This is an optimization exercise on Yosys and OpenROAD, whose aim is small area, a short achievable clock period and few clock cycles, not a production implementation. At most, simulation tests tie the RTL to the original design; equivalence was not proved. Power is estimated from default activity; no workload was simulated.

// fww_micro_cpu
module fww_micro_cpu (
    input  wire        clk,
    input  wire        rst,             
    input  wire        start,           
    input  wire [7:0]  start_mpc,
    input  wire        lit_msb_first,   
    output wire        busy,
    output wire        done,
    output wire [15:0] reg_a,
    output wire [15:0] reg_b,
    output wire [15:0] reg_c,
    output wire [15:0] reg_d,
    output wire [15:0] mdr,
    output wire [11:0] mar,
    output wire [7:0]  mpc,
    output wire        cs_req,
    output wire [7:0]  cs_addr,
    input  wire        cs_ack,
    input  wire [21:0] cs_rdata,
    output wire        mem_req,
    output wire        mem_we,
    output wire [11:0] mem_addr,
    output wire [15:0] mem_wdata,
    input  wire        mem_ack,
    input  wire [15:0] mem_rdata
);
Size: roughly 890 cells after synthesis, roughly 170 flip-flops, roughly 190 I/O pins, roughly 9400 sq um of cells after synthesis.
Settings: LEC_CHECK=0, CAP_MARGIN=20, CORE_MARGIN=2, CORE_UTILIZATION=40, CTS_BUF_LIST=sky130_fd_sc_hd__clkbuf_4 sky130_fd_sc_hd__clkbuf_8, SETUP_SLACK_MARGIN=5, SLEW_MARGIN=20; clock period 8.0 ns.
standard.sh (not shown) runs the stock make flow with config.mk's settings and CLKGATE_MAP_FILE= SYNTH_SCRIPT=/design/flow/synth_recipe.tcl, a recipe that flattens the netlist after the stock synthesis.
==> flow/flow/run.sh <==
#!/bin/bash
# The standard layout, with the port buffers made of buf_1 cells instead of
# the delay-buffer cells buffer_ports picks by default. The output of the
# standard flow goes to standard.log; ORFS's per-step logs stay under orfs/logs.
set -euo pipefail
export BUFFER_PORTS_ARGS="-buffer_cell sky130_fd_sc_hd__buf_1"
bash standard.sh > standard.log 2>&1
Testbench counts at the start, summed over its fixed seeds: cycles 47,507.
==> next run, changes <==
--- a/flow/design.v
+++ b/flow/design.v
@@ -191,15 +191,16 @@
                     cs_dly   <= ~late & f_wait;
                 end
             end
         end
     end
     wire rd_only = rd_ack & ~(f_go & fc[13]);
     always @(posedge clk) begin
-        op1_r <= v1n;
+        if (go | e_go | (f_pend & fc[6] & rd_pend))
+            op1_r <= v1n;
         if (go | e_go) begin
             op2_r <= v2s;
             fc    <= run_r ? cb[16:5] : 12'b0011_1111_0000;
         end
         if (f_go & fc[9])  a_r <= v3;
         if (f_go & fc[10]) b_r <= v3;
         if (f_go & fc[11]) c_r <= v3;
The changed run passed the timing, design-rule and antenna checks; cell count is lower by 1.5%; sequential share of layout area is higher by 1.1 points; power is lower by 3.8%; synthesized cell count is lower by 3.3%; die area is higher by 1.4%; hold slack gets worse by 16 ps; combinational power is lower by 9.9%; clock skew is about the same; setup slack gets better by 180 ps; flip-flop and latch count does not change; non-clock buffer count is unchanged; design area is higher by 0.70%.
Testbench counts after the change, summed over its fixed seeds: cycles 47,507.


Another version of the RTL of fww_micro_cpu (not shown whole).
For scale: ~1200 cells after synthesis, ~160 flip-flops, roughly 190 I/O pins, ~9700 sq um of cells after synthesis.
Settings: LEC_CHECK=0, ABC_AREA=1, CAP_MARGIN=20, CORE_MARGIN=2, CORE_UTILIZATION=60, CTS_BUF_LIST=sky130_fd_sc_hd__clkbuf_4 sky130_fd_sc_hd__clkbuf_8, SETUP_SLACK_MARGIN=5, SLEW_MARGIN=20; clock period 8.0 ns.
Scripts as last shown in full above: flow/flow/run.sh
The starting point completed with no timing, DRC or antenna violations.
==> next run, changes <==
--- a/flow/design.v
+++ b/flow/design.v
@@ -189,34 +189,32 @@
                     f_pend   <= 1'b1;
                     npc_pend <= late;
                     cs_pend  <= ~late & ~f_wait;
                     cs_dly   <= ~late & f_wait;
                 end
             end
         end
     end
     wire rd_only = rd_ack & ~(f_go & fc[13]);
     always @(posedge clk) begin
         op1_r <= v1n;
-        if (go | e_go) begin
+        if (go | (~f_pend & ~npc_pend)) begin
             op2_r <= v2s;
             fc    <= run_r ? cb[16:5] : 12'b0011_1111_0000;
+            lw    <= ~(cb[18] & cb[22] & ~cb[19] & ~cb[20] & ~cb[21]) ? cb[22:19] :
+                     msb_r ? {3'd0, cb[17]} : cb[4:1];
         end
         if (f_go & fc[9])  a_r <= v3;
         if (f_go & fc[10]) b_r <= v3;
         if (f_go & fc[11]) c_r <= v3;
         if (f_go & fc[12]) d_r <= v3;
         if ((f_go & fc[13]) | rd_ack) mdr_r <= rd_only ? mem_rdata : v3;
         if (f_go & fc[14]) mar_r <= v3[11:0];
         if (go) begin
             mpc_r <= start_mpc;
             msb_r <= lit_msb_first;
         end else if ((e_go & ~halt & ~late) | late_go)
             mpc_r <= npc;
         if (e_go | late_go)
             use_lit <= e_go & cb[18] & cb[22] & ~cb[19] & ~cb[20] & ~cb[21];
-        if (e_go) begin
-            lw      <= ~(cb[18] & cb[22] & ~cb[19] & ~cb[20] & ~cb[21]) ? cb[22:19] :
-                       msb_r ? {3'd0, cb[17]} : cb[4:1];
-        end
     end
 endmodule
Effect: The new run went through all stages and came out clean; final cell count is lower by a few percent; setup slack is better by 0.15 ns; die area is lower slightly; routed wire length is lower slightly; total power is higher by a few percent; maximum frequency is higher by a few percent; non-clock buffer count is higher by 4; clock power is higher by a little under a tenth; global-route usage is higher by 0.39 points; clock skew barely changes; area after synthesis is lower slightly; clock-buffer cell count does not change; via count is lower slightly.
Testbench counts after the change, summed over its fixed seeds: cycles 47,507.
Function not checked in the first run of this note: the RTL went through the layout flow alone.


The RTL this note starts from:
==> flow/design.v <==
module fww_micro_cpu (
    input  wire        clk,
    input  wire        rst,             
    input  wire        start,           
    input  wire [7:0]  start_mpc,
    input  wire        lit_msb_first,   
    output wire        busy,
    output wire        done,
    output wire [15:0] reg_a,
    output wire [15:0] reg_b,
    output wire [15:0] reg_c,
    output wire [15:0] reg_d,
    output wire [15:0] mdr,
    output wire [11:0] mar,
    output wire [7:0]  mpc,
    output wire        cs_req,
    output wire [7:0]  cs_addr,
    input  wire        cs_ack,
    input  wire [21:0] cs_rdata,
    output wire        mem_req,
    output wire        mem_we,
    output wire [11:0] mem_addr,
    output wire [15:0] mem_wdata,
    input  wire        mem_ack,
    input  wire [15:0] mem_rdata
);
    reg        run_r, done_r;
    reg        cs_pend;            
    reg        cs_dly;             
    reg        f_pend;             
    reg        mem_pend;           
    reg        we_r;               
    reg        wr_after;           
    reg        npc_pend;           
    reg        halt_pend;          
    reg [22:19] lw;                
    reg        l_needf;            
    reg [15:0] op2_r;              
    reg [16:5] fc;                 
    reg [15:0] a_r, b_r, c_r, d_r, mdr_r;
    reg [11:0] mar_r;
    reg [7:0]  mpc_r;
    reg        msb_r;
    wire [22:1] cb = cs_rdata;
    wire rd_pend  = mem_pend & ~we_r;
    wire rd_ack   = mem_ack & ~we_r;
    wire mem_done = ~mem_pend | (mem_ack & (we_r | ~wr_after));
    wire go     = start & ~run_r;
    wire e_go   = run_r & cs_ack & ~f_pend;
    wire halt   = (cs_rdata == 22'd0);
    wire f_go   = f_pend & mem_done & ~(fc[6] & rd_pend);
    wire [4:1] cr = run_r ? cb[4:1] : 4'd0;
    reg [15:0] v2a;
    always @(*) begin
        v2a = 16'd0;
        if (cr[1]) v2a = a_r;
        if (cr[2]) v2a = b_r;
        if (cr[3]) v2a = c_r;
        if (cr[4]) v2a = d_r;
    end
    wire [15:0] v2s = cb[8] ? {v2a[14:0], 1'b0} : v2a;
    wire [7:0] lit8 = msb_r ? {cb[15], cb[16], cb[17], cb[18], cb[19], cb[20], cb[21], cb[22]}
                            : {cb[8], cb[7], cb[6], cb[5], cb[4], cb[3], cb[2], cb[1]};
    wire [15:0] mdr_f = rd_pend ? mem_rdata : mdr_r;
    wire [7:0] mdr4  = {4'd0, mdr_f[15:12]};
    wire a_zero = (a_r == 16'd0);
    wire [7:0] m1 = mpc_r + 8'd1;
    wire [7:0] m2 = mpc_r + 8'd2;
    wire [7:0] mm = mpc_r + mdr4;
    wire [7:0] ml = mpc_r + lit8;
    wire [7:0] a20 = a_r[15] ? 8'd1 : 8'd2;
    wire [7:0] a19 = a_zero  ? 8'd1 : 8'd2;
    wire [7:0] r20 = a_r[15] ? m1 : m2;
    wire [7:0] r19 = a_zero  ? m1 : m2;
    reg [7:0] npc_e, npc_l;
    always @(*) begin
        if (cb[22]) begin
            npc_e = mpc_r;
            if (cb[17]) npc_e = m1;
            if (cb[18]) npc_e = ml;
            if (cb[19]) npc_e = r19;
            if (cb[20]) npc_e = r20;
            if (cb[21]) npc_e = mm;
        end else begin
            npc_e = 8'd0;
            if (cb[17]) npc_e = 8'd1;
            if (cb[18]) npc_e = lit8;
            if (cb[19]) npc_e = a19;
            if (cb[20]) npc_e = a20;
            if (cb[21]) npc_e = mdr4;
        end
        if (lw[22]) begin
            npc_l = r19;
            if (lw[20]) npc_l = r20;
            if (lw[21]) npc_l = mm;
        end else begin
            npc_l = a19;
            if (lw[20]) npc_l = a20;
            if (lw[21]) npc_l = mdr4;
        end
    end
    wire [7:0] npc = npc_pend ? npc_l : npc_e;
    wire late = cb[21] ? (cb[13] | cb[15] | rd_pend) : ((cb[19] | cb[20]) & cb[9]);
    wire late_go = npc_pend & (~l_needf | ~f_pend) & (~lw[21] | ~rd_pend | mem_ack);
    wire f_wait = cb[6] & rd_pend;
    wire [15:0] v1a = fc[6] ? mdr_r : {15'd0, fc[5]};
    wire [15:0] v1s = fc[8] ? {v1a[14:0], 1'b0} : v1a;
    wire [15:0] v3  = op2_r + (v1s ^ {16{fc[7]}}) + {15'd0, fc[7]};
    assign busy  = run_r;
    assign done  = done_r;
    assign reg_a = a_r;
    assign reg_b = b_r;
    assign reg_c = c_r;
    assign reg_d = d_r;
    assign mdr   = mdr_r;
    assign mar   = mar_r;
    assign mpc   = mpc_r;
    assign cs_req    = cs_pend;
    assign cs_addr   = mpc_r;
    assign mem_req   = mem_pend;
    assign mem_we    = we_r;
    assign mem_addr  = mar_r;
    assign mem_wdata = mdr_r;
    always @(posedge clk) begin
        if (rst) begin
            run_r     <= 1'b0;
            done_r    <= 1'b0;
            cs_pend   <= 1'b0;
            cs_dly    <= 1'b0;
            f_pend    <= 1'b0;
            mem_pend  <= 1'b0;
            npc_pend  <= 1'b0;
            halt_pend <= 1'b0;
        end else if (go) begin
            run_r     <= 1'b1;
            done_r    <= 1'b0;
            cs_pend   <= 1'b1;
            cs_dly    <= 1'b0;
            f_pend    <= 1'b1;
            mem_pend  <= 1'b0;
            npc_pend  <= 1'b0;
            halt_pend <= 1'b0;
        end else if (run_r) begin
            if (mem_ack) begin
                if (~we_r & wr_after) begin
                    we_r     <= 1'b1;
                    wr_after <= 1'b0;
                end else
                    mem_pend <= 1'b0;
            end
            if (f_go) begin
                f_pend <= 1'b0;
                if (fc[15] | fc[16]) begin
                    mem_pend <= 1'b1;
                    we_r     <= ~fc[15];
                    wr_after <= fc[15] & fc[16];
                end
            end
            if (cs_dly) begin
                cs_dly  <= 1'b0;
                cs_pend <= 1'b1;
            end
            if (late_go) begin
                npc_pend <= 1'b0;
                cs_pend  <= 1'b1;
            end
            if (halt_pend & mem_done) begin
                halt_pend <= 1'b0;
                run_r     <= 1'b0;
                done_r    <= 1'b1;
            end
            if (e_go) begin
                if (halt) begin
                    cs_pend <= 1'b0;
                    if (mem_done) begin
                        run_r  <= 1'b0;
                        done_r <= 1'b1;
                    end else
                        halt_pend <= 1'b1;
                end else begin
                    f_pend   <= 1'b1;
                    npc_pend <= late;
                    cs_pend  <= ~late & ~f_wait;
                    cs_dly   <= ~late & f_wait;
                end
            end
        end
    end
    wire rd_only = rd_ack & ~(f_go & fc[13]);
    always @(posedge clk) begin
        if (go | e_go) begin
            op2_r <= v2s;
            fc    <= run_r ? cb[16:5] : 12'b0011_1111_0000;
        end
        if (f_go & fc[9])  a_r <= v3;
        if (f_go & fc[10]) b_r <= v3;
        if (f_go & fc[11]) c_r <= v3;
        if (f_go & fc[12]) d_r <= v3;
        if ((f_go & fc[13]) | rd_ack) mdr_r <= rd_only ? mem_rdata : v3;
        if (f_go & fc[14]) mar_r <= v3[11:0];
        if (go) begin
            mpc_r <= start_mpc;
            msb_r <= lit_msb_first;
        end else if ((e_go & ~halt & ~late) | late_go)
            mpc_r <= npc;
        if (e_go) begin
            lw      <= cb[22:19];
            l_needf <= cb[9] | cb[13] | cb[15];
        end
    end
endmodule
export LEC_CHECK = 0
export CAP_MARGIN = 20
export CORE_MARGIN = 2
export CORE_UTILIZATION = 40
export SETUP_SLACK_MARGIN = 5
export SLEW_MARGIN = 20
create_clock -name core_clock -period 8.0 [get_ports {clk}]
Scripts as last shown in full above: flow/flow/run.sh
Then changed:
--- a/flow/design.v
+++ b/flow/design.v
@@ -35,8 +35,10 @@
     reg        halt_pend;          
     reg [22:19] lw;                
     reg        l_needf;            
     reg [15:0] op2_r;              
+    reg [15:0] op1_r;              
+    reg [7:0]  lr;                 
     reg [16:5] fc;                 
     reg [15:0] a_r, b_r, c_r, d_r, mdr_r;
     reg [11:0] mar_r;
     reg [7:0]  mpc_r;
@@ -66,9 +68,9 @@
     wire a_zero = (a_r == 16'd0);
     wire [7:0] m1 = mpc_r + 8'd1;
     wire [7:0] m2 = mpc_r + 8'd2;
     wire [7:0] mm = mpc_r + mdr4;
-    wire [7:0] ml = mpc_r + lit8;
+    wire [7:0] ml = mpc_r + lr;
     wire [7:0] a20 = a_r[15] ? 8'd1 : 8'd2;
     wire [7:0] a19 = a_zero  ? 8'd1 : 8'd2;
     wire [7:0] r20 = a_r[15] ? m1 : m2;
     wire [7:0] r19 = a_zero  ? m1 : m2;
@@ -76,9 +78,9 @@
     always @(*) begin
         if (cb[22]) begin
             npc_e = mpc_r;
             if (cb[17]) npc_e = m1;
-            if (cb[18]) npc_e = ml;
+            if (cb[18]) npc_e = mpc_r;    
             if (cb[19]) npc_e = r19;
             if (cb[20]) npc_e = r20;
             if (cb[21]) npc_e = mm;
         end else begin
@@ -89,9 +91,10 @@
             if (cb[20]) npc_e = a20;
             if (cb[21]) npc_e = mdr4;
         end
         if (lw[22]) begin
-            npc_l = r19;
+            npc_l = ml;
+            if (lw[19]) npc_l = r19;
             if (lw[20]) npc_l = r20;
             if (lw[21]) npc_l = mm;
         end else begin
             npc_l = a19;
@@ -99,14 +102,17 @@
             if (lw[21]) npc_l = mdr4;
         end
     end
     wire [7:0] npc = npc_pend ? npc_l : npc_e;
-    wire late = cb[21] ? (cb[13] | cb[15] | rd_pend) : ((cb[19] | cb[20]) & cb[9]);
+    wire late = cb[21] ? (cb[13] | cb[15] | rd_pend) :
+                (cb[19] | cb[20]) ? cb[9] : (cb[18] & cb[22]);
     wire late_go = npc_pend & (~l_needf | ~f_pend) & (~lw[21] | ~rd_pend | mem_ack);
     wire f_wait = cb[6] & rd_pend;
-    wire [15:0] v1a = fc[6] ? mdr_r : {15'd0, fc[5]};
-    wire [15:0] v1s = fc[8] ? {v1a[14:0], 1'b0} : v1a;
-    wire [15:0] v3  = op2_r + (v1s ^ {16{fc[7]}}) + {15'd0, fc[7]};
+    wire [8:5] oc = f_pend ? fc[8:5] : (run_r ? cb[8:5] : 4'd0);
+    wire [15:0] v1a = oc[6] ? mdr_f : {15'd0, oc[5]};
+    wire [15:0] v1s = oc[8] ? {v1a[14:0], 1'b0} : v1a;
+    wire [15:0] v1n = v1s ^ {16{oc[7]}};
+    wire [15:0] v3  = op2_r + op1_r + {15'd0, fc[7]};
     assign busy  = run_r;
     assign done  = done_r;
     assign reg_a = a_r;
     assign reg_b = b_r;
@@ -187,8 +193,10 @@
         end
     end
     wire rd_only = rd_ack & ~(f_go & fc[13]);
     always @(posedge clk) begin
+        if (go | e_go | (f_pend & fc[6] & rd_pend))
+            op1_r <= v1n;
         if (go | e_go) begin
             op2_r <= v2s;
             fc    <= run_r ? cb[16:5] : 12'b0011_1111_0000;
         end
@@ -204,8 +212,9 @@
         end else if ((e_go & ~halt & ~late) | late_go)
             mpc_r <= npc;
         if (e_go) begin
             lw      <= cb[22:19];
+            lr      <= lit8;
             l_needf <= cb[9] | cb[13] | cb[15];
         end
     end
 endmodule
First-iteration DRC count grows by 34%; design area came out higher by 2.4%; die area rose by 9.0%; global-route usage went down by 0.52 points; clock skew shrinks by 0.0032 ns; total power fell by 11%; area after synthesis is higher by 9.2%; via count went up by 3.0%; utilization shrinks by 2.8 points; wire length came out higher by 3.0%.
Testbench counts after the change, summed over its fixed seeds: cycles 46,948.
The RTL of the first run of this note was laid out without a check of its function.

## static timing again, ports no longer ideal
In the flow no input, the clock included, has a driving cell. The finished layouts below were timed again as built, in two steps.
Step 1 (the two cells are an assumption about what drives the block):
set clk [get_ports {clk}]
set_driving_cell -lib_cell sky130_fd_sc_hd__clkbuf_16 $clk
set_driving_cell -lib_cell sky130_fd_sc_hd__buf_2 [delete_from_list [all_inputs] $clk]
Step 2, shift: input delay + t, output delay - t, t = (earliest + latest rising clock arrival at the registers) / 2. This alone moves slack from input paths to output paths.
Three values: no drivers, after step 1, after step 2; two values: the first two.
| run | shift t [ns] | setup WS [ns] | worst slew at a driven data input, ns |
|---|---|---|---|
| the first run of note 1 | 0.507 | 4.871 / 4.871 / 4.506 | 0.07 |
| the second run of note 1 | 0.508 | 5.049 / 5.023 / 4.560 | 0.05 |
| the first run of note 2 | 0.487 | 4.902 / 4.921 / 4.434 | 0.04 |
| the second run of note 2 | 0.500 | 5.051 / 5.066 / 4.570 | 0.04 |
| the first run of note 3 | 0.462 | 4.432 / 4.432 / 4.138 | 0.05 |
| the second run of note 3 | 0.469 | 4.600 / 4.608 / 4.139 | 0.05 |
After both steps setup and hold are still met in every run listed. The setup slack of the second run of note 1, which loses most, moves by -0.026 ns with the drivers and by -0.489 ns with both steps.
